Context: an optimization exercise on an open-source flow, tuned for small area. The choices shown serve that exercise and are no tape-out recipe.
The RTL was checked by simulation tests, not by an equivalence proof against the original design.
Power figures rest on the tool's default switching activity, not on a simulated workload.

==> design/flow/config.mk <==
export PLATFORM = sky130hd
export DESIGN_NAME = filter_core
export DESIGN_NICKNAME = filter_core
export VERILOG_FILES = /design/flow/design.v
export SDC_FILE = /design/flow/constraint.sdc
export NUM_CORES = 4
export LEC_CHECK = 0
export CAP_MARGIN = 20
export CORE_MARGIN = 2
export CORE_UTILIZATION = 40
export CTS_BUF_LIST = sky130_fd_sc_hd__clkbuf_16
export CTS_CLUSTER_DIAMETER = 80
export CTS_CLUSTER_SIZE = 30
export SLEW_MARGIN = 20
==> design/flow/constraint.sdc <==
create_clock -name core_clock -period 12.0 [get_ports {clk}]
set_input_delay 2.4000 -clock core_clock [delete_from_list [all_inputs] [get_ports {clk}]]
set_output_delay 2.4000 -clock core_clock [all_outputs]
set_load 0.01 [all_outputs]
==> design/flow/design.v <==
module filter_core #(
    parameter NMAX = 32
) (
    input  wire        clk,
    input  wire        rst_n,
    input  wire        cmd_valid,
    output wire        cmd_ready,
    input  wire [23:0] cmd_data,
    output wire        rsp_valid,
    input  wire        rsp_ready,
    output wire [31:0] rsp_data,
    output wire        fault_o
);
    localparam [1:0] M_CONFIG = 2'd0, M_RUN = 2'd1, M_FAULT = 2'd2;
    localparam [7:0] OP_RESET = 8'h01, OP_RDREG = 8'h02, OP_RDW  = 8'h03,
                     OP_RDK   = 8'h04, OP_WSET  = 8'h05, OP_SETN = 8'h10,
                     OP_SETLIM= 8'h11, OP_SETDTH= 8'h12, OP_WPUSH= 8'h13,
                     OP_KPUSH = 8'h14, OP_INIT  = 8'h15, OP_LIM  = 8'h21,
                     OP_MED   = 8'h22, OP_AVG   = 8'h23, OP_SAVG = 8'h24,
                     OP_MAVG  = 8'h25, OP_SMAVG = 8'h26, OP_CSAVG= 8'h27,
                     OP_WSAVG = 8'h28, OP_DITH  = 8'h29;
    localparam [3:0] E_NONE  = 4'h0, E_ILL   = 4'h1, E_MODE  = 4'h2,
                     E_LOCKED= 4'h3, E_IDX   = 4'h4, E_CAP   = 4'h5,
                     E_NLEN  = 4'h6, E_WFILL = 4'h7, E_KLEN  = 4'h8,
                     E_KSUM  = 4'h9, E_DTH   = 4'hA, E_NTRIM = 4'hB,
                     E_NOWGT = 4'hC;
    localparam [5:0] K_ERRL  = 6'd32, K_ERRH  = 6'd33, K_FCODE = 6'd34,
                     K_FCMD0 = 6'd35, K_FCMD1 = 6'd36, K_FCMD2 = 6'd37,
                     K_LIMIT = 6'd38, K_MINR  = 6'd39, K_MAXR  = 6'd40,
                     K_Q1    = 6'd41, K_DCAND = 6'd42, K_DACC  = 6'd43;
    localparam [6:0] S_RST  = 7'd0,  S_HR1  = 7'd1,  S_IDLE = 7'd2,  S_DEC  = 7'd3,
                     S_WR   = 7'd4,  S_RESP = 7'd5,  S_FLT0 = 7'd6,  S_FLT1 = 7'd7,
                     S_FZ   = 7'd8,  S_CLR0 = 7'd9,  S_CLR1 = 7'd10, S_RDR1 = 7'd11,
                     S_RDR2 = 7'd12, S_RDR3 = 7'd13, S_KWS  = 7'd14, S_RDW  = 7'd15,
                     S_RDK  = 7'd16, S_WW   = 7'd17, S_KW   = 7'd18, S_KS0  = 7'd19,
                     S_KS1  = 7'd20, S_KCHK = 7'd21, S_CSR  = 7'd22, S_L1   = 7'd23,
                     S_L2   = 7'd24, S_CPY  = 7'd25, S_SLW  = 7'd26, S_SUM0 = 7'd27,
                     S_SUM1 = 7'd28, S_MIN0 = 7'd29, S_MIN1 = 7'd30, S_WMIN = 7'd31,
                     S_MAX0 = 7'd32, S_MAX1 = 7'd33, S_WMAX = 7'd34, S_VZ   = 7'd35,
                     S_V0   = 7'd36, S_V1   = 7'd37, S_V2   = 7'd38, S_V3   = 7'd39,
                     S_V4   = 7'd40, S_WQ1  = 7'd41, S_V5   = 7'd42, S_V6   = 7'd43,
                     S_V7   = 7'd44, S_V8   = 7'd45, S_Q1   = 7'd46, S_Q2   = 7'd47,
                     S_QF   = 7'd48, S_WS0  = 7'd49, S_WA   = 7'd50, S_WB   = 7'd51,
                     S_WC   = 7'd52, S_M1   = 7'd53, S_M2   = 7'd54, S_M3   = 7'd55,
                     S_M4   = 7'd56, S_M5   = 7'd57, S_M6   = 7'd58, S_M7   = 7'd59,
                     S_M8   = 7'd60, S_M9   = 7'd61, S_D0   = 7'd62, S_D1   = 7'd63,
                     S_D1B  = 7'd64, S_D2   = 7'd65, S_D3   = 7'd66, S_L3   = 7'd67,
                     S_WD   = 7'd68;
    reg [1:0]  mode;
    reg [7:0]  n_r;
    reg [15:0] dth;
    reg [5:0]  wcnt;
    reg [5:0]  kcnt;
    reg        kok;
    reg        dv;
    reg [20:0] acc;
    reg [12:0] kacc;
    reg [7:0]  res;
    reg [15:0] dcnt;
    reg [6:0]  state;
    reg [23:0] cmd_r;
    reg [3:0]  rcode;
    reg [4:0]  lc;
    reg [9:0]  mreg;
    reg        fl;
    reg [255:0] wring;
    reg [351:0] kring;
    reg [4:0]   wh;
    reg [5:0]   kh;
    wire [7:0]  whd = wring[7:0];
    wire [7:0]  wtl = wring[255:248];    
    wire [7:0]  khd = kring[7:0];
    reg         w_we, w_hold, k_we;
    wire [23:0] alu_r;
    always @(posedge clk) begin
        wring <= {(w_we ? alu_r[7:0] : wring[7:0]), wring[255:8]};
        kring <= {(k_we ? alu_r[7:0] : kring[7:0]), kring[351:8]};
    end
    wire kh_last = (kh == 6'd43);
    wire kh31    = (kh == 6'd31);
    always @(posedge clk) begin
        if (!rst_n) begin
            wh <= 5'd0;
            kh <= 6'd0;
        end else begin
            if (!w_hold)
                wh <= wh + 5'd1;
            kh <= kh_last ? 6'd0 : kh + 6'd1;
        end
    end
    assign cmd_ready = (state == S_IDLE);
    assign rsp_valid = (state == S_RESP);
    assign fault_o   = (mode == M_FAULT);
    assign rsp_data  = {4'd0, rcode, cmd_r};
    wire [7:0] op = cmd_r[23:16];
    wire [7:0] fb = cmd_r[15:8];
    wire [7:0] fa = cmd_r[7:0];
    reg legal;
    always @(*) begin
        case (op)
            OP_RESET, OP_MED, OP_AVG, OP_MAVG:
                legal = (fb == 8'd0) && (fa == 8'd0);
            OP_SETN, OP_SETLIM, OP_WPUSH, OP_KPUSH, OP_SAVG, OP_SMAVG,
            OP_CSAVG, OP_WSAVG, OP_DITH:
                legal = (fb == 8'd0);
            OP_RDREG, OP_RDW, OP_RDK:
                legal = (fa == 8'd0);
            OP_WSET, OP_LIM, OP_SETDTH:
                legal = 1'b1;
            OP_INIT:
                legal = (fb == 8'd0) && (fa[7:1] == 7'd0);
            default:
                legal = 1'b0;
        endcase
    end
    wire is_read  = (op == OP_RESET) || (op == OP_RDREG) || (op == OP_RDW) || (op == OP_RDK);
    wire cfg_only = (op == OP_SETN) || (op == OP_SETLIM) || (op == OP_SETDTH) ||
                    (op == OP_WPUSH) || (op == OP_KPUSH) || (op == OP_INIT);
    wire run_only = (op >= OP_LIM) && (op <= OP_DITH);
    reg [3:0] dec_fault;
    always @(*) begin
        dec_fault = E_NONE;
        if (!legal)
            dec_fault = E_ILL;
        else if (mode == M_FAULT && !is_read)
            dec_fault = E_LOCKED;
        else if ((mode == M_RUN && cfg_only) || (mode == M_CONFIG && run_only))
            dec_fault = E_MODE;
        else begin
            case (op)
                OP_RDREG: if (fb > 8'h13) dec_fault = E_IDX;
                OP_RDW, OP_WSET: if (fb >= {2'd0, wcnt}) dec_fault = E_IDX;
                OP_RDK: if (fb >= {2'd0, kcnt}) dec_fault = E_IDX;
                OP_WPUSH: if (wcnt[5]) dec_fault = E_CAP;
                OP_KPUSH: if (kcnt[5]) dec_fault = E_CAP;
                OP_INIT: begin
                    if (n_r < 8'd2 || n_r > 8'd32)        dec_fault = E_NLEN;
                    else if ({2'd0, wcnt} != n_r)          dec_fault = E_WFILL;
                    else if (dth == 16'd0)                 dec_fault = E_DTH;
                    else if (fa[0] && {2'd0, kcnt} != n_r) dec_fault = E_KLEN;
                end
                OP_MAVG, OP_SMAVG: if (n_r < 8'd3) dec_fault = E_NTRIM;
                OP_WSAVG: if (!kok) dec_fault = E_NOWGT;
                default: ;
            endcase
        end
    end
    wire [4:0] sel = fb[4:0];
    wire       rd_ring = (sel == 5'h02) || (sel == 5'h03) || (sel == 5'h04) ||
                         (sel == 5'h06) || (sel == 5'h0D) || (sel == 5'h0E) ||
                         (sel == 5'h0F) || (sel == 5'h11) || (sel == 5'h12);
    wire [5:0] rd_slot = (sel == 5'h02) ? K_ERRL  :
                         (sel == 5'h03) ? K_FCODE :
                         (sel == 5'h04) ? K_FCMD0 :
                         (sel == 5'h06) ? K_LIMIT :
                         (sel == 5'h0D) ? K_MINR  :
                         (sel == 5'h0E) ? K_MAXR  :
                         (sel == 5'h0F) ? K_Q1    :
                         (sel == 5'h11) ? K_DACC  : K_DCAND;
    localparam [2:0] A_ZERO = 3'd0, A_ACC = 3'd1, A_KACC = 3'd2, A_MREG = 3'd3,
                     A_DCNT = 3'd4, A_RES = 3'd5, A_ERR = 3'd6, A_ONES = 3'd7;
    localparam [4:0] B_ZERO = 5'd0, B_WH = 5'd1, B_KH = 5'd2, B_D = 5'd3,
                     B_HALF = 5'd4, B_FA = 5'd5, B_FB = 5'd6, B_DTH = 5'd7,
                     B_RES = 5'd8, B_N = 5'd9, B_NH = 5'd10, B_MREG = 5'd11,
                     B_NMAX = 5'd12, B_MODE = 5'd13, B_WCNT = 5'd14, B_KCNT = 5'd15,
                     B_FLAGS = 5'd16, B_RCODE = 5'd17, B_CMDB = 5'd18, B_TEN = 5'd19,
                     B_WT = 5'd20, B_LC = 5'd21;
    wire is_mavg  = (op == OP_MAVG) || (op == OP_SMAVG);
    wire is_wsavg = (op == OP_WSAVG);
    wire is_med   = (op == OP_MED);
    wire [5:0]  n6   = n_r[5:0];
    wire [5:0]  nsub = n6 - (is_mavg ? 6'd2 : (is_med ? 6'd1 : 6'd0));
    wire [12:0] dv_d = is_wsavg ? kacc : {7'd0, nsub};
    wire wmask = n_r[5] || (wh < n_r[4:0]);
    wire kmask = !kh[5] && (n_r[5] || (kh[4:0] < n_r[4:0]));
    wire first   = (mode != M_FAULT);
    wire dmatch  = dv && (fa == khd);
    reg [12:1] rc_hot;
    integer ci;
    always @(*)
        for (ci = 1; ci <= 12; ci = ci + 1)
            rc_hot[ci] = (rcode == ci);
    wire [7:0] err_set = ((kh == K_ERRL) ? {rc_hot[7:1], 1'b0} : {3'd0, rc_hot[12:8]}) & ~khd;
    wire [2:0] rr_asel = (sel == 5'h0B) ? A_ACC  :
                         (sel == 5'h0C) ? A_KACC :
                         (sel == 5'h10) ? A_RES  :
                         (sel == 5'h13) ? A_DCNT : A_ZERO;
    wire [4:0] rr_bsel = (sel == 5'h00) ? B_NMAX  :
                         (sel == 5'h01) ? B_MODE  :
                         (sel == 5'h05) ? B_N     :
                         (sel == 5'h07) ? B_DTH   :
                         (sel == 5'h08) ? B_WCNT  :
                         (sel == 5'h09) ? B_KCNT  :
                         (sel == 5'h0A) ? B_FLAGS : B_ZERO;
    reg [2:0] asel;
    reg [4:0] bsel;
    reg       binv, bcin;
    always @(*) begin
        asel = A_ZERO;
        bsel = B_ZERO;
        binv = 1'b0;
        bcin = 1'b0;
        case (state)
            S_DEC: begin
                case (op)
                    OP_WPUSH: bsel = B_WCNT;
                    OP_KPUSH: bsel = B_KCNT;
                    OP_MED, OP_SAVG, OP_SMAVG, OP_CSAVG, OP_WSAVG: bsel = B_N;
                    default:  bsel = B_FB;
                endcase
            end
            S_WW, S_L3: bsel = B_FA;
            S_SLW: if (op == OP_CSAVG) asel = A_RES; else bsel = B_FA;
            S_CSR: bsel = B_WT;
            S_WD, S_M9: begin asel = A_ONES; bsel = B_LC; end
            S_HR1, S_CLR1: bsel = (kh == K_LIMIT) ? B_TEN : B_ZERO;
            S_FLT1: begin
                if (kh == K_ERRL || kh == K_ERRH) begin asel = A_ERR; bsel = B_KH; end
                else if (kh == K_FCODE) bsel = B_RCODE;
                else bsel = B_CMDB;
            end
            S_KWS, S_KW: bsel = B_FA;
            S_RDW, S_WA, S_M1: bsel = B_WH;
            S_RDK, S_WB: bsel = B_KH;
            S_KS1: begin asel = A_KACC; bsel = kmask ? B_KH : B_ZERO; end
            S_KCHK: asel = A_KACC;
            S_L1:  begin asel = A_MREG; bsel = B_FA; binv = 1'b1; bcin = 1'b1; end
            S_L2:  begin asel = A_MREG; bsel = B_KH; binv = ~mreg[9]; end
            S_WMIN, S_WMAX, S_WQ1: asel = A_RES;
            S_SUM1: begin asel = (wh == 5'd0) ? A_ZERO : A_ACC; bsel = wmask ? B_WH : B_ZERO; end
            S_MIN1, S_MAX1: bsel = B_WH;
            S_V0, S_V1: begin asel = A_ACC; bsel = B_KH; binv = 1'b1; bcin = 1'b1; end
            S_V2:  begin asel = A_ACC; bsel = B_HALF; end
            S_V3:  begin asel = A_ACC; bsel = B_D; binv = 1'b1; bcin = 1'b1; end
            S_V4, S_QF: begin bsel = B_MREG; binv = 1'b1; bcin = 1'b1; end
            S_V5:  begin asel = A_ACC; bsel = B_D; end
            S_V6:  begin asel = A_ACC; bsel = B_HALF; binv = 1'b1; bcin = 1'b1; end
            S_V7, S_V8: begin asel = A_ACC; bsel = B_KH; end
            S_Q1:  begin asel = A_RES; bsel = B_NH; binv = 1'b1; bcin = ~n6[0]; end
            S_Q2:  begin asel = A_RES; bsel = B_N; binv = 1'b1; bcin = 1'b1; end
            S_WC:  begin asel = A_ACC; bsel = B_RES; end
            S_M2:  bsel = B_HALF;
            S_D0:  bsel = dmatch ? B_KH : B_FA;
            S_D1:  begin
                if (fl) begin asel = A_DCNT; bsel = B_DTH; binv = 1'b1; end
                bcin = 1'b1;
            end
            S_D2:  begin asel = A_DCNT; bsel = B_DTH; binv = 1'b1; bcin = 1'b1; end
            S_D1B: begin asel = A_DCNT; bcin = 1'b1; end
            S_D3:  bsel = fl ? B_MREG : (dv ? B_KH : B_FA);
            S_WR: begin
                case (op)
                    OP_RDREG: begin
                        asel = rr_asel;
                        bsel = rr_bsel;
                    end
                    OP_WSET, OP_SETN, OP_SETLIM: bsel = B_FA;
                    OP_SETDTH: bsel = B_DTH;
                    OP_WPUSH:  begin bsel = B_WCNT; bcin = 1'b1; end
                    OP_KPUSH:  begin bsel = B_KCNT; bcin = 1'b1; end
                    OP_INIT:   bsel = B_N;
                    OP_RESET:  ;
                    default:   asel = A_RES;
                endcase
            end
            default: ;
        endcase
    end
    reg [23:0] alu_a, alu_b;
    always @(*) begin
        case (asel)
            A_ACC:  alu_a = {3'd0, acc};
            A_KACC: alu_a = {11'd0, kacc};
            A_MREG: alu_a = {{14{mreg[9]}}, mreg};
            A_DCNT: alu_a = {8'd0, dcnt};
            A_RES:  alu_a = {16'd0, res};
            A_ERR:  alu_a = {16'd0, err_set};
            A_ONES: alu_a = 24'hFFFFFF;
            default: alu_a = 24'd0;
        endcase
        case (bsel)
            B_WH:    alu_b = {16'd0, whd};
            B_KH:    alu_b = {16'd0, khd};
            B_D:     alu_b = {11'd0, dv_d};
            B_HALF:  alu_b = {12'd0, dv_d[12:1]};
            B_FA:    alu_b = {16'd0, fa};
            B_FB:    alu_b = {16'd0, fb};
            B_DTH:   alu_b = {8'd0, dth};
            B_RES:   alu_b = {16'd0, res};
            B_N:     alu_b = {16'd0, n_r};
            B_NH:    alu_b = {19'd0, n6[5:1]};
            B_MREG:  alu_b = {{14{mreg[9]}}, mreg};
            B_NMAX:  alu_b = NMAX;
            B_MODE:  alu_b = {22'd0, mode};
            B_WCNT:  alu_b = {18'd0, wcnt};
            B_KCNT:  alu_b = {18'd0, kcnt};
            B_FLAGS: alu_b = {22'd0, dv, kok};
            B_RCODE: alu_b = {20'd0, rcode};
            B_CMDB:  alu_b = {16'd0, (kh == K_FCMD0) ? cmd_r[7:0] :
                                     ((kh == K_FCMD1) ? cmd_r[15:8] : cmd_r[23:16])};
            B_TEN:   alu_b = 24'd10;
            B_WT:    alu_b = {16'd0, wtl};
            B_LC:    alu_b = {19'd0, lc};
            default: alu_b = 24'd0;
        endcase
    end
    assign alu_r = alu_a + (alu_b ^ {24{binv}}) + {23'd0, bcin};
    wire   alu_neg = alu_r[23];
    wire   alu_z   = (alu_r == 24'd0);
    wire hd_lt = whd < res;
    wire hd_gt = whd > res;
    wire hd_eq = !hd_lt && !hd_gt;
    wire       mz       = (mreg == 10'd0);
    wire [9:0] mreg_dec = mreg - 10'd1;
    wire       wh_hit   = (wh == lc);
    wire       kh_hit   = (kh == {1'b0, lc});
    wire       wh_last  = (wh == 5'd31);
    always @(*) begin
        w_we   = 1'b0;
        w_hold = 1'b0;
        k_we   = 1'b0;
        if (rst_n) begin
            case (state)
                S_WW:  w_we = wh_hit;
                S_SLW: begin w_we = wh_hit; w_hold = wh_hit; end
                S_KW:  k_we = kh_hit;
                S_HR1, S_CLR1: k_we = kh[5];
                S_FLT1: k_we = (kh == K_ERRL) || (kh == K_ERRH) || first;
                S_KWS: k_we = (kh == K_LIMIT);
                S_WMIN: k_we = (kh == K_MINR);
                S_WMAX: k_we = (kh == K_MAXR);
                S_WQ1: k_we = (kh == K_Q1);
                S_D0:  k_we = (kh == K_DCAND);
                S_D3:  k_we = (kh == K_DACC);
                default: ;
            endcase
        end
    end
    wire do_reset = (state == S_DEC) && (dec_fault == E_NONE) && (op == OP_RESET);
    always @(posedge clk) begin
        if (!rst_n || do_reset) begin
            mode    <= M_CONFIG;
            n_r     <= 8'd0;
            dth     <= 16'd10;
            wcnt    <= 6'd0;
            kcnt    <= 6'd0;
            kok     <= 1'b0;
            dv      <= 1'b0;
            acc     <= 21'd0;
            kacc    <= 13'd0;
            res     <= 8'd0;
            dcnt    <= 16'd0;
        end
        if (!rst_n) begin
            state <= S_RST;
        end else begin
            case (state)
            S_RST:  if (kh31) state <= S_HR1;
            S_HR1:  if (kh_last) state <= S_IDLE;
            S_CLR0: if (kh31) state <= S_CLR1;
            S_CLR1: if (kh_last) state <= S_WR;
            S_IDLE: begin
                if (cmd_valid) begin
                    cmd_r <= cmd_data;
                    state <= S_DEC;
                end
            end
            S_DEC: begin
                rcode <= dec_fault;
                state <= S_WR;
                if (dec_fault != E_NONE) begin
                    state <= S_FLT0;
                end else begin
                    case (op)
                    OP_RESET: state <= S_CLR0;
                    OP_RDREG: begin
                        fl <= (fb[4:0] == 5'h04);
                        if (rd_ring) state <= S_RDR1;
                    end
                    OP_RDW: begin lc <= alu_r[4:0]; state <= S_RDW; end
                    OP_RDK: begin lc <= alu_r[4:0]; state <= S_RDK; end
                    OP_WSET: begin lc <= alu_r[4:0]; state <= S_WW; end
                    OP_SETN:   n_r <= fa;
                    OP_SETLIM: state <= S_KWS;
                    OP_SETDTH: dth <= {fb, fa};
                    OP_WPUSH: begin
                        lc    <= alu_r[4:0];
                        state <= S_WW;
                    end
                    OP_KPUSH: begin
                        lc    <= alu_r[4:0];
                        state <= S_KW;
                    end
                    OP_INIT: begin
                        if (fa[0]) begin
                            state <= S_KS0;
                        end else begin
                            kok  <= 1'b0;
                            dv   <= 1'b0;
                            mode <= M_RUN;
                        end
                    end
                    OP_LIM: begin
                        res   <= alu_r[7:0];
                        mreg  <= alu_r[9:0];
                        state <= S_L1;
                    end
                    OP_MED: begin
                        lc    <= alu_r[4:0];
                        state <= S_M9;
                    end
                    OP_AVG, OP_MAVG: state <= S_SUM0;
                    OP_SAVG, OP_SMAVG, OP_WSAVG: begin
                        lc    <= alu_r[4:0];
                        state <= S_SLW;
                    end
                    OP_CSAVG: begin
                        lc    <= alu_r[4:0];
                        state <= S_CSR;
                    end
                    OP_DITH: state <= S_D0;
                    default: ;    
                    endcase
                end
            end
            S_WR: begin
                cmd_r <= alu_r;
                if (op == OP_WPUSH) wcnt <= alu_r[5:0];
                if (op == OP_KPUSH) kcnt <= alu_r[5:0];
                state <= S_RESP;
            end
            S_RESP: if (rsp_ready) state <= S_IDLE;
            S_FLT0: if (kh31) state <= S_FLT1;
            S_FLT1: if (kh == K_FCMD2) state <= S_FZ;
            S_FZ: begin
                if (first) mode <= M_FAULT;
                cmd_r <= alu_r;
                state <= S_RESP;
            end
            S_RDR1: if (kh == rd_slot) begin
                cmd_r <= {khd, cmd_r[23:8]};
                state <= S_RDR2;
            end
            S_RDR2: begin
                cmd_r <= {((cmd_r[7:0] == 8'h02 || cmd_r[7:0] == 8'h04) ? khd : 8'd0), cmd_r[23:8]};
                state <= S_RDR3;
            end
            S_RDR3: begin
                cmd_r <= {(fl ? khd : 8'd0), cmd_r[23:8]};
                state <= S_RESP;
            end
            S_KWS: if (kh == K_LIMIT) state <= S_WR;
            S_RDW: if (wh_hit) begin cmd_r <= alu_r; state <= S_RESP; end
            S_RDK: if (kh_hit) begin cmd_r <= alu_r; state <= S_RESP; end
            S_WW:  if (wh_hit) state <= S_WR;
            S_KW:  if (kh_hit) state <= S_WR;
            S_KS0: if (kh_last) state <= S_KS1;
            S_KS1: begin
                kacc <= alu_r[12:0];
                if (kh_last) state <= S_KCHK;
            end
            S_KCHK: begin
                if (alu_z) begin
                    rcode <= E_KSUM;
                    state <= S_FLT0;
                end else begin
                    kok   <= 1'b1;
                    dv    <= 1'b0;
                    mode  <= M_RUN;
                    state <= S_WR;
                end
            end
            S_CSR: if (wh_hit) begin
                res   <= alu_r[7:0];
                mreg  <= alu_r[9:0];
                state <= S_L1;
            end
            S_L1: begin
                mreg  <= alu_r[9:0];
                state <= S_L2;
            end
            S_L2: if (kh == K_LIMIT) begin
                fl    <= mreg[9] ? !alu_neg : alu_neg;    
                state <= S_L3;
            end
            S_L3: begin
                if (fl) res <= alu_r[7:0];
                state <= (op == OP_LIM) ? S_WR : S_SLW;
            end
            S_SLW: if (wh_hit) begin
                if (is_wsavg) state <= S_WS0;
                else          state <= S_SUM0;
            end
            S_SUM0: if (wh_last) state <= S_SUM1;
            S_SUM1: begin
                acc <= alu_r[20:0];
                if (wh_last) state <= is_mavg ? S_MIN0 : S_VZ;
            end
            S_MIN0: if (wh_last) state <= S_MIN1;
            S_MIN1: begin
                if (wh == 5'd0 || (wmask && hd_lt))
                    res <= alu_r[7:0];
                if (wh_last) state <= S_WMIN;
            end
            S_WMIN: if (kh == K_MINR) state <= S_MAX0;
            S_MAX0: if (wh_last) state <= S_MAX1;
            S_MAX1: begin
                if (wh == 5'd0 || (wmask && hd_gt))
                    res <= alu_r[7:0];
                if (wh_last) state <= S_WMAX;
            end
            S_WMAX: if (kh == K_MAXR) state <= S_VZ;
            S_VZ: begin mreg <= alu_r[9:0]; state <= is_mavg ? S_V0 : S_V2; end
            S_V0: if (kh == K_MINR) begin acc <= alu_r[20:0]; state <= S_V1; end
            S_V1: if (kh == K_MAXR) begin acc <= alu_r[20:0]; state <= S_V2; end
            S_V2: begin
                acc   <= alu_r[20:0];
                state <= S_V3;
            end
            S_V3: begin
                if (!alu_neg) begin
                    acc  <= alu_r[20:0];
                    mreg <= mreg_dec;
                end else
                    state <= S_V4;
            end
            S_V4: begin
                mreg  <= alu_r[9:0];
                res   <= alu_r[7:0];
                state <= is_wsavg ? S_WQ1 : S_V5;
            end
            S_WQ1: if (kh == K_Q1) state <= S_V5;
            S_V5: begin
                if (!mz) begin
                    acc  <= alu_r[20:0];
                    mreg <= mreg_dec;
                end else
                    state <= S_V6;
            end
            S_V6: begin
                acc <= alu_r[20:0];
                if (is_mavg)       state <= S_V7;
                else if (is_wsavg) state <= S_Q1;
                else               state <= S_WR;
            end
            S_V7: if (kh == K_MINR) begin acc <= alu_r[20:0]; state <= S_V8; end
            S_V8: if (kh == K_MAXR) begin acc <= alu_r[20:0]; state <= S_WR; end
            S_Q1, S_Q2: begin
                if (!alu_neg) begin
                    res   <= alu_r[7:0];
                    mreg  <= mreg_dec;
                    state <= S_Q2;
                end else
                    state <= S_QF;
            end
            S_QF: begin
                res   <= alu_r[7:0];
                state <= S_WR;
            end
            S_WS0: begin
                acc   <= alu_r[20:0];
                state <= S_WD;
            end
            S_WD: begin
                lc    <= alu_r[4:0];
                state <= S_WA;
            end
            S_WA: if (wh_hit) begin res <= alu_r[7:0]; state <= S_WB; end
            S_WB: if (kh_hit) begin mreg <= alu_r[9:0]; state <= S_WC; end
            S_WC: begin
                if (!mz) begin
                    acc  <= alu_r[20:0];
                    mreg <= mreg_dec;
                end else if (lc == 5'd0) begin
                    state <= S_VZ;
                end else begin
                    state <= S_WD;
                end
            end
            S_M1: if (wh_hit) begin
                res   <= alu_r[7:0];
                state <= S_M2;
            end
            S_M2: begin
                mreg  <= alu_r[9:0];
                state <= S_M3;
            end
            S_M3: if (wh_last) state <= S_M4;
            S_M4: begin
                if (wmask && hd_lt) mreg <= mreg_dec;
                if (wh_last) state <= S_M5;
            end
            S_M5: state <= mreg[9] ? S_M9 : S_M6;
            S_M6: if (wh_last) state <= S_M7;
            S_M7: begin
                if (wmask && hd_eq) mreg <= mreg_dec;
                if (wh_last) state <= S_M8;
            end
            S_M8: state <= mreg[9] ? S_WR : S_M9;
            S_M9: begin
                lc    <= alu_r[4:0];
                state <= S_M1;
            end
            S_D0: if (kh == K_DCAND) begin
                mreg  <= alu_r[9:0];
                fl    <= dmatch;
                state <= S_D1;
            end
            S_D1: begin
                if (!fl) begin
                    dcnt  <= alu_r[15:0];
                    state <= S_D2;
                end else
                    state <= alu_z ? S_D2 : S_D1B;
            end
            S_D1B: begin dcnt <= alu_r[15:0]; state <= S_D2; end
            S_D2: begin
                fl    <= alu_z;
                state <= S_D3;
            end
            S_D3: if (kh == K_DACC) begin
                res   <= alu_r[7:0];
                dv    <= 1'b1;
                state <= S_WR;
            end
            default: state <= S_RST;
            endcase
        end
    end
endmodule
==> design/flow/flow/run.sh <==
#!/bin/bash
# Own layout flow: the standard layout (standard.sh), except that the
# synthesis maps the combinational logic with an area-oriented ABC script
# (flow/abc_area_map.script) instead of ORFS's delay-oriented one. The
# synthesis is otherwise ORFS's, run through the standard flow's synth_recipe.tcl, so the
# registers and their names are those of the standard synthesis.
set -euo pipefail
W=$(pwd)
S=$FLOW_HOME/scripts
mkdir -p "$W/mysynth"
sed -e "s#\$::env(SCRIPTS_DIR)/abc_speed.script#$W/flow/abc_area_map.script#" \
    -e "s#\$::env(SCRIPTS_DIR)/abc_area.script#$W/flow/abc_area_map.script#" \
    "$S/synth_preamble.tcl" > "$W/mysynth/synth_preamble.tcl"
sed -e "s#\$::env(SCRIPTS_DIR)/synth_preamble.tcl#$W/mysynth/synth_preamble.tcl#" \
    "$S/synth.tcl" > "$W/mysynth/synth.tcl"
sed -e "s#\$::env(SCRIPTS_DIR)/synth.tcl#$W/mysynth/synth.tcl#" \
    "$W/synth_recipe.tcl" > "$W/mysynth/synth_recipe.tcl"
sed -E "s#SYNTH_SCRIPT=[^ ]+#SYNTH_SCRIPT=$W/mysynth/synth_recipe.tcl#" \
    "$W/standard.sh" > "$W/mysynth/standard.sh"
grep -q "abc_area_map.script" "$W/mysynth/synth_preamble.tcl"
grep -q "mysynth/synth_preamble.tcl" "$W/mysynth/synth.tcl"
grep -q "mysynth/synth.tcl" "$W/mysynth/synth_recipe.tcl"
grep -q "mysynth/synth_recipe.tcl" "$W/mysynth/standard.sh"
bash "$W/mysynth/standard.sh" > "$W/flow_make.log" 2>&1
==> design/flow/flow/abc_area_map.script <==
&get -n
&st
&syn2
&dch -f
&nf -R 1000 -p
&st
&syn2
&dch -f
&nf -R 1000 -p
&put
topo
==> design/flow/standard.sh <==
#!/bin/bash
# synth_recipe.tcl (not shown) runs the flow's synth.tcl, then flattens the netlist and writes it again
# the make line also repeats each setting of config.mk as NAME=value (left out here)
make -C /OpenROAD-flow-scripts/flow DESIGN_CONFIG=/design/flow/config.mk WORK_HOME=/design/flow/orfs CLKGATE_MAP_FILE= SYNTH_SCRIPT=/design/flow/synth_recipe.tcl "${@:-finish}"
==> impl_metrics.ini, run 1 <==
[die]
placementRows = 91
die_h_um = 255
core_region_area_um2 = 61900
die_w_um = 255
start_util_pct = 40.6
pin_count = 63
dieArea_um2 = 64900

[placement]
place_hpwl_um = 67600
gp_congestion = 0.987
portBuffers = 58
dp_cells = 3298

[cells_and_area]
drive_gt1_share_pct = 5.09
area_growth_pct = 13.2
stdcell_count = 3356
layout.nets = 2592
postLayoutCoreUtil_pct = 46.0

[routing]
num_vias = 19500
viasPerCell = 5.82
postRouteAntennaNets = 0
drt_wl_total_um = 89900
dr.pass1.iters = 6
wl_per_cell_um = 26.8
drt_iter0_markers = 1989
drc_errors = 0

[pwr]
ir_drop_mv = 0.129
power_density_nw_per_um2 = 144
p_leak_nw = 10.8
p_total_w = 0.00410

[sta]
slew_violations = 0
rsz0062_at_grt = false
timing_hold_violations_final = 0
fmax_mhz = 105
setup_violations = 0
clock_skew_ns = 0.0490
min_period_over_period_pct = 79.7
layout_min_cycle_time_ns = 9.56
maxSlewHeadroom_pct = 23.9
worstMarginPinSlew_ns = 1.14
tns_ns = 0

[global_route]
overflow = 0
use_met2_pct = 43.3
grt.met1_usage_pct = 37.1
grt_max_degree = 35
grt.met3_usage_pct = 4.92
grt_pass1_wl_um = 130000
grt_pass1_vias = 18600
antenna_found_initial = 4
track_usage_pct = 27.6
top_usage_layer = met2

[synth]
ys_types = 67
post_synth.cell_area_avg_um2 = 10.7
synth_top_area_share_pct = 57.6
seq_area_frac_synth_pct = 62.8
synthFlopType = dfxtp_1
synth_top_area_cell = dfxtp_1
synth-seq-cells = 768
syn_inst = 2348
netlist_top_cells_area = dfxtp_1, edfxtp_1, nand2_1, ha_1, nor2_1
synth_common_cells = dfxtp_1, nand2_1, nor2_1
synth-async-reset-ratio_pct = 0
synth_most_common_cell = dfxtp_1
synth_area_um2 = 25200
synth_edf_count = 44
yosys_warnings = 1

[cts]
clk_path_buf_depth = 3
root_buffer = clkbuf_16
cts_num_sinks = 768
post-cts-setup-buffer-count = 0
clk_pin_slew_worst_paths_ns = 0.10
htree_levels = 2
insertion_delay_ns = 0.62
cts_tree = done
cts_hold_buffers = 0
cts_buffers = 38
cts_resized = 0

[min_path]
hold_path_startpoint = kring[39]
hold_class = register to register

[critical_path]
critical_path.max_fanout = 15
crit_start = cmd_r[16]
cp-start-kind = register
critPathKind = register to register
cp-end-kind = register
cp.required_ns = 12.25
r2r-start = cmd_r[16]
cp.arrival_ns = 9.81
crit_path_top_delay_cell = nor3_1
critical_path.max_stage_delay_ns = 0.90

[flow_run]
drv_cap = 0

[run_status]
outcome = complete, no violations
[layout by cell type, fill, tap and decap left out, types with 6 or more instances in the layout]
cell / synthesis / layout
dfxtp_1: 724 / 724
nand2_1: 287 / 287
nor2_1: 181 / 179
a21oi_1: 135 / 133
o21ai_0: 125 / 125
nand3_1: 88 / 88
nor3_1: 74 / 69
ha_1: 59 / 59
a22o_1: 57 / 57
clkdlybuf4s50_1: 0 / 57
buf_4: 4 / 56
clkinv_1: 53 / 53
xnor2_1: 48 / 48
edfxtp_1: 44 / 44
a22oi_1: 38 / 38
clkbuf_16: 0 / 38
nand2b_1: 30 / 30
nor2b_1: 29 / 29
and2_0: 29 / 29
xor2_1: 29 / 29
a222oi_1: 25 / 25
nor4_1: 25 / 22
a221oi_1: 22 / 22
nand4_1: 18 / 18
a31oi_1: 18 / 18
o211ai_1: 13 / 13
and3_1: 13 / 13
nor3b_1: 11 / 11
o22ai_1: 11 / 11
or3_1: 10 / 10
a211oi_1: 10 / 10
a2111oi_0: 10 / 10
a221o_1: 10 / 10
o2111ai_1: 9 / 8
a311oi_1: 8 / 8
a21o_1: 8 / 8
o311ai_0: 7 / 7
nand3b_1: 6 / 6
nor4b_1: 7 / 6
clkinv_8: 0 / 6
[through the flow]
step | setup WS (ns) | hold WS (ns) | instance area (um^2)
2_1_floorplan | 4.28 | 0.310 | 25200
3_3_place_gp | 2.85 | 0.310 | 27200
3_5_place_dp | 2.80 | 0.312 | 27300
4_1_cts | 2.71 | 0.317 | 28500
5_1_grt | 2.05 | 0.329 | 28500
6_report | 2.44 | 0.322 | 28500
[cells by family after synthesis]
family | count (synthesis) | share of synthesized area [%]
buf+inv | 57 | 0.910
simple gates | 829 | 15.4
mux | 4 | 0.179
xor+xnor | 77 | 2.68
other cells | 1 | 0.0149
compound gates | 550 | 14.8
fa+ha+maj | 62 | 3.17
flops | 768 | 62.8
[registers in the layout, summed over array words and instances, names as in the netlist]
signal / count
kring: 352
kok: 1
state: 7
kh: 6
lc: 5
kcnt: 6
kacc: 13
wring: 256
fl: 1
dth: 16
wcnt: 6
dv: 1
mreg: 10
n_r: 8
rcode: 4
acc: 21
wh: 5
res: 8
cmd_r: 24
dcnt: 16
mode: 2
[critical path: cells and delay by family, from the launching register on]
| family | cells | cell delay (ns) |
|---|---|---|
| simple gates | 18 | 5.58 |
| compound gates | 5 | 1.48 |
| fa+ha+maj | 2 | 0.95 |
| flops | 1 | 0.67 |
| xor+xnor | 2 | 0.51 |
[power by group]
part / leakage [nW] / switching, W / internal [W] / total, W
registers: 6.22 / 0.00000725 / 0.00257 / 0.00258
clock network: 0.584 / 0.000833 / 0.000616 / 0.00145
logic: 3.99 / 0.0000449 / 0.0000260 / 0.0000709
[final timing paths]
| check | to | cells after the start | slack [ns] |
|---|---|---|---|
| setup reg to reg | rcode[2] | 27 | 2.44 |
| hold / removal | kring[31] | 0 | 0.32 |
| hold reg to reg | kring[31] | 0 | 0.32 |
| setup / recovery | rcode[2] | 27 | 2.44 |
[layout make-up]
cell class	count	area (um^2)
antenna	2	5.00
timing repair buffer	115	1010
multi-input combinational	1526	9220
fill	5912	33400
clock buffer	38	951
sequential	768	15800
clock inverter	17	244
inverter	53	199
tap	837	1050
[per-layer routing]
metal / vias to the layer above / part of all wire (%)
met4: 0 / 5.0
met3: 220 / 7.9
met5: - / 0
li1: 8802 / -
met1: 9579 / 42
met2: 919 / 45
==> run 2, diff against run 1 <==
--- a/design/flow/config.mk
+++ b/design/flow/config.mk
@@ -9,6 +9,6 @@
 export CORE_MARGIN = 2
 export CORE_UTILIZATION = 40
-export CTS_BUF_LIST = sky130_fd_sc_hd__clkbuf_16
-export CTS_CLUSTER_DIAMETER = 80
-export CTS_CLUSTER_SIZE = 30
+export CTS_BUF_LIST = sky130_fd_sc_hd__clkbuf_8
+export CTS_CLUSTER_DIAMETER = 60
+export CTS_CLUSTER_SIZE = 16
 export SLEW_MARGIN = 20
==> impl_metrics.ini, run 2 <==
[cts]
cts_resized = 0
post-cts-setup-buffer-count = 0
cts_num_sinks = 768
cts_hold_buffers = 0
clk_path_buf_depth = 3
cts_buffers = 60
htree_levels = 2
insertion_delay_ns = 0.73
clk_pin_slew_worst_paths_ns = 0.11
root_buffer = clkbuf_8
cts_tree = done

[critical_path]
cp.arrival_ns = 9.88
critPathKind = register to register
r2r_slack_ns = 2.52
critical_path.max_fanout = 11
cp-end-kind = register
cp.required_ns = 12.40
cp-start-kind = register

[routing]
drt_iter0_markers = 2057
viasPerCell = 5.80
dr.pass1.iters = 9
num_vias = 19600
drt_wl_total_um = 90200
postRouteAntennaNets = 0
drc_errors = 0
wl_per_cell_um = 26.7

[global_route]
antenna_found_initial = 3
overflow = 0
grt_max_degree = 35
grt_pass1_wl_um = 131000
grt_pass1_vias = 18900
track_usage_pct = 27.8

[die]
placementRows = 91
die_w_um = 255
pin_count = 63
start_util_pct = 40.6
core_region_area_um2 = 61900
dieArea_um2 = 64900
die_h_um = 255

[cells_and_area]
mostFrequentLayoutCells = dfxtp_1, nand2_1, nor2_1, a21oi_1, o21ai_0
final_common_cell = dfxtp_1
layout.nets = 2614
largest_register_ff_count = 352
reg.largest.list = kring: 352 flops, wring: 256 flops, cmd_r: 24 flops
area_growth_pct = 12.6
drive_gt1_share_pct = 5.90
largest_register = kring

[placement]
portBuffers = 58
gp_congestion = 0.987
place_hpwl_um = 67600

[sta]
clock_skew_ns = 0.0667
slew_violations = 0
maxSlewHeadroom_pct = 21.9
rsz0062_at_grt = false
hold_ws_ns = 0.278
tns_ns = 0
timing_hold_violations_final = 0
layout_min_cycle_time_ns = 9.48
setup_violations = 0
worstMarginPinSlew_ns = 1.17
min_period_over_period_pct = 79.0
fmax_mhz = 105

[min_path]
hold_class = register to register

[pwr]
p_leak_nw = 10.8
power_density_nw_per_um2 = 140
ir_drop_mv = 0.122

[synth]
synth-async-reset-ratio_pct = 0
yosys_warnings = 1
post_synth.cell_area_avg_um2 = 10.7
synth_edf_count = 44
synth_area_um2 = 25200
seq_area_frac_synth_pct = 62.8
netlist_top_cells_area = dfxtp_1, edfxtp_1, nand2_1, ha_1, nor2_1
synth_top_area_share_pct = 57.6
synth_common_cells = dfxtp_1, nand2_1, nor2_1
synthFlopType = dfxtp_1
synth_top_area_cell = dfxtp_1
syn_inst = 2348
ys_types = 67
synth-seq-cells = 768
synth_most_common_cell = dfxtp_1

[run_status]
outcome = complete, no violations

[flow_run]
drv_cap = 0
[run 2: cell counts after synthesis]
No cell type changed its count.
[run 2: final timing paths]
kind / from / end / cells past startpoint
worst min register to register: wring[11] / wring[3] / 0
worst max-delay path: cmd_r[20] / rcode[2] / 26
worst min-delay path: wring[11] / wring[3] / 0
worst max register to register: cmd_r[20] / rcode[2] / 26
[run 2: power by group]
group | internal, W | leakage [nW] | switching [W]
logic | 0.0000260 | 3.99 | 0.0000447
registers | 0.00257 | 6.22 | 0.00000728
clock network | 0.000495 | 0.560 | 0.000812
total | 0.00309 | 10.8 | 0.000864
[run 2: final cells by class]
class | instances | area (um^2)
repair buffers | 115 | 1010
clock inverters | 20 | 191
inverters | 53 | 199
flip-flops and latches | 768 | 15800
clock buffers | 62 | 853
diodes | 1 | 2.50
fillers | 5954 | 33600
multi-input cells | 1526 | 9220
well taps | 837 | 1050
[run 2: routing by layer]
layer,track usage [%],up-vias,part of all wire (%)
met1,36.9,9521,42
met2,43.5,1007,45
li1,-,8840,-
met4,13.3,2,5.1
met5,0,-,0.013
met3,5.50,253,8.3
[run 2: cells by family (layout without fill, tap and decap cells)]
kind of cell / Yosys count / after routing / synth area share [%]
adder cells (fa/ha/maj): 62 / 62 / 3.17
AND/OR/NAND/NOR: 829 / 829 / 15.4
AO/OA/AOI/OAI: 550 / 550 / 14.8
flip-flops: 768 / 768 / 62.8
XOR/XNOR: 77 / 77 / 2.68
buffers and inverters: 57 / 250 / 0.910
other: 1 / 5 / 0.0149
multiplexers: 4 / 4 / 0.179
[run 2: metrics by stage]
step | setup slack [ns] | std cells | util [%] | area, um^2 | total power [W]
6_report | 2.52 | 3382 | 45.8 | 28300 | 0.00396
5_1_grt | 2.10 | 3381 | 45.7 | 28300 | 0.00411
4_1_cts | 2.77 | 3380 | 45.7 | 28300 | 0.00401
3_5_place_dp | 2.80 | 3298 | 44.0 | 27300 | 0.00271
3_3_place_gp | 2.85 | 3297 | 44.0 | 27200 | 0.00271
2_1_floorplan | 4.28 | 2351 | - | 25200 | 0.00267
[run 2: critical path, stage by stage (launching register included)]
cell,delay [ns]
edfxtp_1,0.64
nor3_1,0.30
and2_0,0.48
nand3_1,0.31
nand2_1,0.26
nand4_1,0.13
nor4_1,0.37
o211ai_1,0.25
or2_0,0.38
nor3_1,0.89
o21ai_0,0.24
o311ai_0,0.15
nor2_1,0.15
xnor2_1,0.17
fa_1,0.47
fa_1,0.47
nand3_1,0.10
nand2_1,0.10
a21boi_0,0.29
xnor2_1,0.33
or4_1,0.47
or4_1,0.51
nor4_1,0.24
nand4b_1,0.14
or4_1,0.68
and2_0,0.31
nor2_1,0.29
==> run 3, diff against run 2 <==
--- a/design/flow/flow/run.sh
+++ b/design/flow/flow/run.sh
@@ -4,5 +4,6 @@
 # (flow/abc_area_map.script) instead of ORFS's delay-oriented one. The
 # synthesis is otherwise ORFS's, run through the standard flow's synth_recipe.tcl, so the
-# registers and their names are those of the standard synthesis.
+# registers and their names are those of the standard synthesis. The port
+# buffers that the standard flow inserts are plain buf_1 cells.
 set -euo pipefail
 W=$(pwd)
@@ -16,9 +17,9 @@
 sed -e "s#\$::env(SCRIPTS_DIR)/synth.tcl#$W/mysynth/synth.tcl#" \
     "$W/synth_recipe.tcl" > "$W/mysynth/synth_recipe.tcl"
-sed -E "s#SYNTH_SCRIPT=[^ ]+#SYNTH_SCRIPT=$W/mysynth/synth_recipe.tcl#" \
+sed -E "s#SYNTH_SCRIPT=[^ ]+#SYNTH_SCRIPT=$W/mysynth/synth_recipe.tcl 'BUFFER_PORTS_ARGS=-buffer_cell sky130_fd_sc_hd__buf_1'#" \
     "$W/standard.sh" > "$W/mysynth/standard.sh"
 grep -q "abc_area_map.script" "$W/mysynth/synth_preamble.tcl"
 grep -q "mysynth/synth_preamble.tcl" "$W/mysynth/synth.tcl"
 grep -q "mysynth/synth.tcl" "$W/mysynth/synth_recipe.tcl"
-grep -q "mysynth/synth_recipe.tcl" "$W/mysynth/standard.sh"
+grep -q "mysynth/synth_recipe.tcl 'BUFFER_PORTS_ARGS" "$W/mysynth/standard.sh"
 bash "$W/mysynth/standard.sh" > "$W/flow_make.log" 2>&1
--- a/design/flow/config.mk
+++ b/design/flow/config.mk
@@ -6,5 +6,5 @@
 export NUM_CORES = 4
 export LEC_CHECK = 0
-export CAP_MARGIN = 20
+export CAP_MARGIN = 0
 export CORE_MARGIN = 2
 export CORE_UTILIZATION = 40
@@ -12,3 +12,4 @@
 export CTS_CLUSTER_DIAMETER = 60
 export CTS_CLUSTER_SIZE = 16
-export SLEW_MARGIN = 20
+export GPL_TIMING_DRIVEN = 0
+export SLEW_MARGIN = 0
==> impl_metrics.ini, run 3 <==
[run_status]
outcome = failed layout checks
failed_checks = max-capacitance violations

[global_route]
grt_pass1_vias = 18600
grt_pass1_wl_um = 125000
grt_max_degree = 35
track_usage_pct = 26.3
antenna_found_initial = 3
overflow = 0

[cts]
cts_hold_buffers = 0
post-cts-setup-buffer-count = 0
root_buffer = clkbuf_8
cts_num_sinks = 768
clk_pin_slew_worst_paths_ns = 0.10
clk_path_buf_depth = 3
cts_buffers = 60
htree_levels = 2
insertion_delay_ns = 0.77
cts_tree = done
cts_resized = 0

[synth]
ys_types = 67
yosys_warnings = 1
synth_most_common_cell = dfxtp_1
synth_area_um2 = 25200
synth_top_area_cell = dfxtp_1
syn_inst = 2348
synth-seq-cells = 768
post_synth.cell_area_avg_um2 = 10.7
seq_area_frac_synth_pct = 62.8
netlist_top_cells_area = dfxtp_1, edfxtp_1, nand2_1, ha_1, nor2_1
synth-async-reset-ratio_pct = 0
synth_edf_count = 44
synthFlopType = dfxtp_1
synth_top_area_share_pct = 57.6
synth_common_cells = dfxtp_1, nand2_1, nor2_1

[critical_path]
reg2reg_depth = 27
critPathKind = register to register
cp.arrival_ns = 10.79
cp-start-kind = register
crit_path_top_delay_cell = o311ai_0
crit_buf_inv = 0
r2r-start = state[4]
cp-end-kind = register
crit_start = state[4]
cp_top_family = simple AND/OR/NAND/NOR gates
critical_path.max_fanout = 17
cp.required_ns = 12.43
critical_path.max_stage_delay_ns = 1.14
rr_endpoint = rcode[0]
cpMostUsedCell = or4_1
r2r_slack_ns = 1.65

[placement]
gp_congestion = 0.943
place_area_um2 = 26700
place_hpwl_um = 63700
portBuffers = 58

[flow_run]
drv_cap = 1

[cells_and_area]
multi_input_area_um2 = 9210
drive_gt1_share_pct = 4.51
final_cell_area_um2 = 27800
regArea_um2 = 15800
final_common_cell = dfxtp_1
mostFrequentLayoutCells = dfxtp_1, nand2_1, nor2_1, a21oi_1, o21ai_0
n_fill_cell = 5967
reg.largest.list = kring: 352 flops, wring: 256 flops, cmd_r: 24 flops
largest_register = kring
largest_register_ff_count = 352
area_growth_pct = 10.3
num_antenna_cells = 0
postLayoutCoreUtil_pct = 44.8
layout.nets = 2576

[pwr]
power_density_nw_per_um2 = 144
p_seq_share_pct = 64.7
p_sw_share_pct = 22.3
p_clk_share_pct = 33.7
p_total_w = 0.00399
switchingPower_w = 0.000888
power_frac_comb_pct = 1.6
p_leak_nw = 10.4
p_int_w = 0.00310
ir_drop_mv = 0.113

[sta]
fmax_mhz = 96.6
clock_skew_ns = 0.0767
hold_ws_ns = 0.283
layout_min_cycle_time_ns = 10.35
rsz0062_at_grt = false
min_period_over_period_pct = 86.3
slew_violations = 9
maxSlewHeadroom_pct = -1.89
worstMarginPinSlew_ns = 1.52
setup_violations = 0
tns_ns = 0
timing_hold_violations_final = 0

[die]
placementRows = 91
core_region_area_um2 = 61900
start_util_pct = 40.6
die_w_um = 255
die_h_um = 255
dieArea_um2 = 64900
pin_count = 63

[routing]
drc_errors = 0
drt_iter0_markers = 2114
wl_per_cell_um = 25.7
viasPerCell = 5.76
postRouteAntennaNets = 0
num_vias = 19300
drt_wl_total_um = 85700
dr.pass1.iters = 8

[min_path]
hold_class = register to register
hold_end = wring[179]
hold_depth = 0
hold_path_startpoint = wring[187]
==> run 3: cell types whose count changed in the layout (fill, tap and decap cells not counted), moves of 4 or more <==
cell,before,now
clkdlybuf4s50_1,57,0
buf_4,56,9
buf_8,0,4
buf_1,0,57
buf_6,1,6
==> run 3: stage by stage <==
stage               instances  setup slack [ns]
finish                   3342              1.65
detailed placement       3261              1.91
floorplan                2351              4.28
CTS                      3342              1.84
global route             3342              1.15
global placement         3246             -2.71
==> run 3: cell families (layout without fill, tap and decap cells) <==
group / Yosys count / count (layout) / share of synthesized area [%]
and+or+nand+nor: 829 / 829 / 15.4
DFF: 768 / 768 / 62.8
AOI/OAI and AO/OA: 550 / 550 / 14.8
xor gates and xnor gates: 77 / 77 / 2.68
adders and majority gates: 62 / 62 / 3.17
buffers and inverters: 57 / 211 / 0.910
muxes: 4 / 4 / 0.179
other: 1 / 4 / 0.0149
==> run 3: per-layer routing <==
layer / global-route usage, % / share of wire, % / wire length (um) / up-vias
met5: 0 / 0 / 0 / -
met4: 13.0 / 5.3 / 4510 / 0
met3: 3.79 / 6.6 / 5690 / 246
met2: 40.8 / 44 / 38000 / 833
met1: 36.0 / 44 / 37600 / 9441
li1: - / - / - / 8746
==> run 3: layout make-up <==
cell class	count	area share [%]
clock inverter	21	0.892
timing repair buffer	73	1.38
clock buffer	60	2.97
inverter	53	0.717
buffer	4	0.108
multi-input combinational	1526	33.2
tap	837	3.77
sequential	768	57.0
==> run 3: power by group through the flow <==
stage | clock (W) | combinational, W | sequential (W)
global route | 0.00149 | 0.0000682 | 0.00258
finish | 0.00134 | 0.0000636 | 0.00258
detailed placement | 0 | 0.0000618 | 0.00264
CTS | 0.00140 | 0.0000622 | 0.00258
global placement | 0 | 0.0000603 | 0.00264
floorplan | 0 | 0.0000370 | 0.00264
==> run 3: how the worst max path moves through the flow <==
stage,slack [ns],cells past startpoint,endpoint
2_1_floorplan,4.28,28,acc[0]
3_3_place_gp,-2.71,22,acc[11]
3_5_place_dp,1.91,26,rcode[1]
4_1_cts,1.84,27,rcode[1]
5_1_grt,1.15,26,rcode[1]
6_report,1.65,27,rcode[0]
==> run 4, diff against run 3 <==
==> design/flow/flow/abc_area_map.script (replaced) <==
&get -n
&st
&syn2
&dch -f
&nf -R 1000 -p -C 32 -F 8 -A 4
&st
&syn2
&dch -f
&nf -R 1000 -p -C 32 -F 8 -A 4
&st
&syn2
&dch -f
&nf -R 1000 -p -C 32 -F 8 -A 4
&st
&syn2
&dch -f
&nf -R 1000 -p -C 32 -F 8 -A 4
&put
topo
--- a/design/flow/config.mk
+++ b/design/flow/config.mk
@@ -6,5 +6,5 @@
 export NUM_CORES = 4
 export LEC_CHECK = 0
-export CAP_MARGIN = 0
+export CAP_MARGIN = 20
 export CORE_MARGIN = 2
 export CORE_UTILIZATION = 40
@@ -13,3 +13,3 @@
 export CTS_CLUSTER_SIZE = 16
 export GPL_TIMING_DRIVEN = 0
-export SLEW_MARGIN = 0
+export SLEW_MARGIN = 20
==> impl_metrics.ini, run 4 <==
[run_status]
outcome = complete, no violations

[synth]
seq_area_frac_synth_pct = 63.7
synth_top_area_share_pct = 58.4
synth_edf_count = 44
synth_top_area_cell = dfxtp_1
ys_types = 63
synth_area_um2 = 24800
synth_most_common_cell = dfxtp_1
syn_inst = 2295
synth-async-reset-ratio_pct = 0
netlist_top_cells_area = dfxtp_1, edfxtp_1, o21ai_0, nand2_1, ha_1
synthFlopType = dfxtp_1
yosys_warnings = 1
post_synth.cell_area_avg_um2 = 10.8
synth-seq-cells = 768
synth_common_cells = dfxtp_1, nand2_1, o21ai_0

[die]
placementRows = 91
dieArea_um2 = 64100
pin_count = 63
core_region_area_um2 = 61600
start_util_pct = 40.3
die_h_um = 253
die_w_um = 253

[sta]
slew_violations = 0
timing_hold_violations_final = 0
layout_min_cycle_time_ns = 11.00
setup_violations = 0
tns_ns = 0
hold_ws_ns = 0.305
clock_skew_ns = 0.0404
rsz0062_at_grt = false
maxSlewHeadroom_pct = 21.0
worstMarginPinSlew_ns = 1.18
min_period_over_period_pct = 91.7
fmax_mhz = 90.9

[critical_path]
critical_path.max_stage_delay_ns = 0.90
crit_start = cmd_r[21]
critical_path.max_fanout = 16
reg2reg_depth = 35
cp.arrival_ns = 11.62
cp.required_ns = 12.62
r2r-start = cmd_r[21]
cp-start-kind = register
cp-end-kind = register
critPathKind = register to register
crit_path_top_delay_cell = nor4bb_1

[cts]
cts_tree = done
cts_num_sinks = 768
root_buffer = clkbuf_8
post-cts-setup-buffer-count = 0
clk_pin_slew_worst_paths_ns = 0.12
cts_hold_buffers = 0
cts_resized = 0
clk_path_buf_depth = 3
cts_buffers = 60
insertion_delay_ns = 0.71
htree_levels = 2

[min_path]
hold_class = register to register
hold_path_startpoint = wring[15]
hold_depth = 0

[placement]
place_hpwl_um = 60600
dp_cells = 3212
gp_congestion = 0.990
portBuffers = 58

[cells_and_area]
multi_input_area_um2 = 8950
final_common_cell = dfxtp_1
area_growth_pct = 11.2
num_antenna_cells = 0
stdcell_count = 3291
largest_register_ff_count = 352
reg.largest.list = kring: 352 flops, wring: 256 flops, cmd_r: 24 flops
regArea_um2 = 15800
drive_gt1_share_pct = 5.50
layout.nets = 2527
mostFrequentLayoutCells = dfxtp_1, nand2_1, o21ai_0, nor2_1, a21oi_1
postLayoutCoreUtil_pct = 44.9
largest_register = kring
n_fill_cell = 5856

[routing]
viasPerCell = 5.78
postRouteAntennaNets = 0
dr.pass1.iters = 8
wl_met3_um = 6150
drc_errors = 0
top_layer = met4
wl_per_cell_um = 25.0
drt_wl_total_um = 82400
num_vias = 19000
met2_length_um = 36400
drt_iter0_markers = 2033
wl_met1_um = 35900

[pwr]
p_leak_nw = 10.4
ir_drop_mv = 0.138
power_density_nw_per_um2 = 143
p_total_w = 0.00396

[flow_run]
drv_cap = 0

[global_route]
overflow = 0
antenna_found_initial = 1
grt_pass1_vias = 18100
track_usage_pct = 25.6
grt_pass1_wl_um = 121000
grt_max_degree = 33
[run 4: area by class of cell]
class	instances	share of cell area (%)
tap	837	3.79
buffer	4	0.109
sequential	768	57.2
timing repair buffer	77	1.74
inverter	68	0.924
clock buffer	62	3.09
multi-input combinational	1458	32.4
clock inverter	17	0.688
[run 4: path summary, 6_finish.rpt]
check	endpoint	slack [ns]
worst min register to register	wring[7]	0.30
worst max register to register	state[3]	1.0
worst min-delay path	wring[7]	0.30
worst max-delay path	state[3]	1.0
[run 4: layer usage]
layer,track usage [%],vias up
met1,34.7,9275
met3,4.18,221
met4,11.7,0
met2,40.0,872
met5,0,-
li1,-,8641
[run 4: report_power, final]
group / internal (W) / leakage (nW) / switching [W]
registers: 0.00257 / 6.26 / 0.00000965
clock network: 0.000497 / 0.546 / 0.000819
logic: 0.0000220 / 3.64 / 0.0000438
[run 4: cells by family (layout without fill, tap and decap cells)]
group,count (synthesis),after routing,synth area share [%]
XOR/XNOR,72,72,2.54
AO/OA/AOI/OAI,580,580,15.1
AND/OR/NAND/NOR,735,735,14.1
adder cells (fa/ha/maj),62,62,3.21
buffers and inverters,72,228,1.15
other,1,4,0.0151
multiplexers,5,5,0.207
flip-flops,768,768,63.7
[run 4: critical path, delay by kind of cell, from the launching register on]
| family | cells | cell delay [ns] |
|---|---|---|
| adders and majority gates | 1 | 0.41 |
| AOI/OAI and AO/OA | 14 | 3.37 |
| buffers and inverters | 1 | 0.21 |
| DFF | 1 | 0.67 |
| and+or+nand+nor | 18 | 6.00 |
| xor gates and xnor gates | 1 | 0.20 |
[run 4: stage by stage]
stage	worst slack [ns]	area, um^2
finish	0.997	27600
global route	0.582	27600
CTS	1.28	27600
detailed placement	1.38	26600
global placement	-3.04	26100
floorplan	3.24	24800
==> run 5, diff against run 4 <==
--- a/design/flow/flow/run.sh
+++ b/design/flow/flow/run.sh
@@ -5,5 +5,6 @@
 # synthesis is otherwise ORFS's, run through the standard flow's synth_recipe.tcl, so the
 # registers and their names are those of the standard synthesis. The port
-# buffers that the standard flow inserts are plain buf_1 cells.
+# buffers that the standard flow inserts are plain buf_1 cells, and clock tree
+# synthesis adds no dummy loads.
 set -euo pipefail
 W=$(pwd)
@@ -17,9 +18,9 @@
 sed -e "s#\$::env(SCRIPTS_DIR)/synth.tcl#$W/mysynth/synth.tcl#" \
     "$W/synth_recipe.tcl" > "$W/mysynth/synth_recipe.tcl"
-sed -E "s#SYNTH_SCRIPT=[^ ]+#SYNTH_SCRIPT=$W/mysynth/synth_recipe.tcl 'BUFFER_PORTS_ARGS=-buffer_cell sky130_fd_sc_hd__buf_1'#" \
+sed -E "s#SYNTH_SCRIPT=[^ ]+#SYNTH_SCRIPT=$W/mysynth/synth_recipe.tcl 'BUFFER_PORTS_ARGS=-buffer_cell sky130_fd_sc_hd__buf_1' 'CTS_ARGS=-sink_clustering_enable -repair_clock_nets -sink_clustering_size 16 -sink_clustering_max_diameter 60 -buf_list sky130_fd_sc_hd__clkbuf_8 -dont_use_dummy_load'#" \
     "$W/standard.sh" > "$W/mysynth/standard.sh"
 grep -q "abc_area_map.script" "$W/mysynth/synth_preamble.tcl"
 grep -q "mysynth/synth_preamble.tcl" "$W/mysynth/synth.tcl"
 grep -q "mysynth/synth.tcl" "$W/mysynth/synth_recipe.tcl"
-grep -q "mysynth/synth_recipe.tcl 'BUFFER_PORTS_ARGS" "$W/mysynth/standard.sh"
+grep -q "mysynth/synth_recipe.tcl 'BUFFER_PORTS_ARGS.*dont_use_dummy_load'" "$W/mysynth/standard.sh"
 bash "$W/mysynth/standard.sh" > "$W/flow_make.log" 2>&1
--- a/design/flow/config.mk
+++ b/design/flow/config.mk
@@ -8,5 +8,5 @@
 export CAP_MARGIN = 20
 export CORE_MARGIN = 2
-export CORE_UTILIZATION = 40
+export CORE_UTILIZATION = 50
 export CTS_BUF_LIST = sky130_fd_sc_hd__clkbuf_8
 export CTS_CLUSTER_DIAMETER = 60
==> impl_metrics.ini, run 5 <==
[cts]
cts_resized = 0
htree_levels = 2
cts_tree = done
clk_pin_slew_worst_paths_ns = 0.09
post-cts-setup-buffer-count = 0
cts_num_sinks = 768
insertion_delay_ns = 0.72
cts_buffers = 57
cts_hold_buffers = 0
clk_path_buf_depth = 3
root_buffer = clkbuf_8

[sta]
layout_min_cycle_time_ns = 11.05
setup_violations = 0
tns_ns = 0
min_period_over_period_pct = 92.1
fmax_mhz = 90.5
clock_skew_ns = 0.108
fin_ws_ns = 0.951
worstMarginPinSlew_ns = 1.18
rsz0062_at_grt = false
maxSlewHeadroom_pct = 20.4
hold_ws_ns = 0.286
slew_violations = 0
timing_hold_violations_final = 0

[critical_path]
r2r-start = cmd_r[23]
crit_path_end = state[2]
cp.arrival_ns = 11.59
cp_num_cells = 35
cpMostUsedCell = o21ai_0
critical_path.max_stage_delay_ns = 1.06
cp.required_ns = 12.55
cp_top_family = simple AND/OR/NAND/NOR gates
rr_endpoint = state[2]
critPathKind = register to register
crit_buf_inv = 1
r2r_slack_ns = 0.95
crit_path_top_delay_cell = nor4bb_1
cp-start-kind = register
crit_start = cmd_r[23]
critical_path.max_fanout = 16
reg2reg_depth = 35
cp-end-kind = register

[cells_and_area]
largest_register_ff_count = 352
mostFrequentLayoutCells = dfxtp_1, nand2_1, o21ai_0, nor2_1, a21oi_1
largest_register = kring
final_cell_area_um2 = 27100
postLayoutCoreUtil_pct = 55.4
drive_gt1_share_pct = 4.73
area_growth_pct = 9.14
reg.largest.list = kring: 352 flops, wring: 256 flops, cmd_r: 24 flops
layout.nets = 2525
num_antenna_cells = 0
final_common_cell = dfxtp_1

[synth]
synth-seq-cells = 768
synth_edf_count = 44
netlist_top_cells_area = dfxtp_1, edfxtp_1, o21ai_0, nand2_1, ha_1
synth_top_area_cell = dfxtp_1
synth_top_area_share_pct = 58.4
synth_common_cells = dfxtp_1, nand2_1, o21ai_0
synth_area_um2 = 24800
seq_area_frac_synth_pct = 63.7
synthFlopType = dfxtp_1
synth-async-reset-ratio_pct = 0
yosys_warnings = 1
post_synth.cell_area_avg_um2 = 10.8
synth_most_common_cell = dfxtp_1
syn_inst = 2295
ys_types = 63

[pwr]
ir_drop_mv = 0.123
power_density_nw_per_um2 = 140
p_leak_nw = 10.3

[die]
die_h_um = 227
core_region_area_um2 = 49000
dieArea_um2 = 51500
start_util_pct = 50.7
pin_count = 63
placementRows = 81
die_w_um = 227

[routing]
dr.pass1.iters = 9
postRouteAntennaNets = 0
wl_per_cell_um = 25.6
drc_errors = 0
drt_iter0_markers = 2216
drt_wl_total_um = 79400
viasPerCell = 6.07
num_vias = 18800

[flow_run]
drv_cap = 0

[min_path]
hold_class = register to register

[placement]
place_area_um2 = 26300
place_hpwl_um = 58200
portBuffers = 58
post-place-ws_ns = 1.25
gp_congestion = 1.02

[global_route]
track_usage_pct = 31.0
grt_pass1_vias = 17700
grt_pass1_wl_um = 117000
grt.met1_usage_pct = 41.6
grt.met3_usage_pct = 5.48
use_met2_pct = 46.8
top_usage_layer = met2
overflow = 0
antenna_found_initial = 0
grt_max_degree = 33

[run_status]
outcome = complete, no violations
run 5: cell type report:
class                           count  area [um^2]
Tap cell                          664          831
Multi-Input combinational cell   1458         8930
Buffer                              4         30.0
Fill cell                        4217        21800
Inverter                           68          255
Timing Repair Buffer               78          465
Sequential cell                   768        15800
Clock buffer                       57          785
run 5: how the worst min path moves through the flow:
| stage | startpoint | endpoint | cells past startpoint | slack [ns] |
|---|---|---|---|---|
| 3_3_place_gp | kring[25] | kring[17] | 0 | 0.31 |
| 3_5_place_dp | kring[219] | kring[211] | 0 | 0.31 |
| 2_1_floorplan | kring[8] | kring[0] | 0 | 0.31 |
| 5_1_grt | kring[210] | kring[202] | 0 | 0.29 |
| 6_report | kring[210] | kring[202] | 0 | 0.29 |
| 4_1_cts | kring[210] | kring[202] | 0 | 0.28 |
run 5: where the power goes:
| part | switching [W] | internal [W] |
|---|---|---|
| Clock | 0.000727 | 0.000422 |
| Sequential | 0.00000978 | 0.00257 |
| Combinational | 0.0000437 | 0.0000229 |
| Total | 0.000780 | 0.00302 |
run 5: cells by family after synthesis:
group	after synthesis	synth area share (%)
simple gates	735	14.1
compound gates	580	15.1
mux	5	0.207
other cells	1	0.0151
buf+inv	72	1.15
flops	768	63.7
fa+ha+maj	62	3.21
xor+xnor	72	2.54
run 5: stage by stage:
step,total power [W],std cells
after floorplan,0.00267,2298
after global placement,0.00270,3020
after detailed placement,0.00270,3039
after CTS,0.00383,3096
after global routing,0.00393,3097
final,0.00380,3097
run 5: per-layer routing:
metal | vias up | part of all wire (%)
met1 | 8980 | 42
met4 | 0 | 6.6
met5 | - | 0
met3 | 266 | 8.2
met2 | 965 | 44
li1 | 8592 | -

port drivers added, routing unchanged:
The flow's constraints put no driver on any port. The routed layouts listed below were extracted and timed again, unchanged, in two steps.
Step 1, drivers: a clkbuf_16 drives clk and a buf_2 each remaining input, both assumed.
Step 2 times the ports against the registers' clock, not the clock port: input delays grow and output delays shrink by t, the midpoint of the rising clock arrivals with the driver on.
Three values: ideal, step 1, step 2; two values: the first two.
run | t (ns) | slack for setup (ns) | worst slew at a driven data input, ns
run 1 | 0.650 | 2.440 / 2.440 / 2.440 | 0.08
run 2 | 0.751 | 2.520 / 2.520 / 2.520 | 0.08
run 3 | 0.792 | 1.646 / 1.646 / 1.646 | 0.04
run 4 | 0.746 | 0.997 / 0.997 / 0.997 | 0.03
run 5 | 0.716 | 0.951 / 0.951 / 0.951 | 0.04
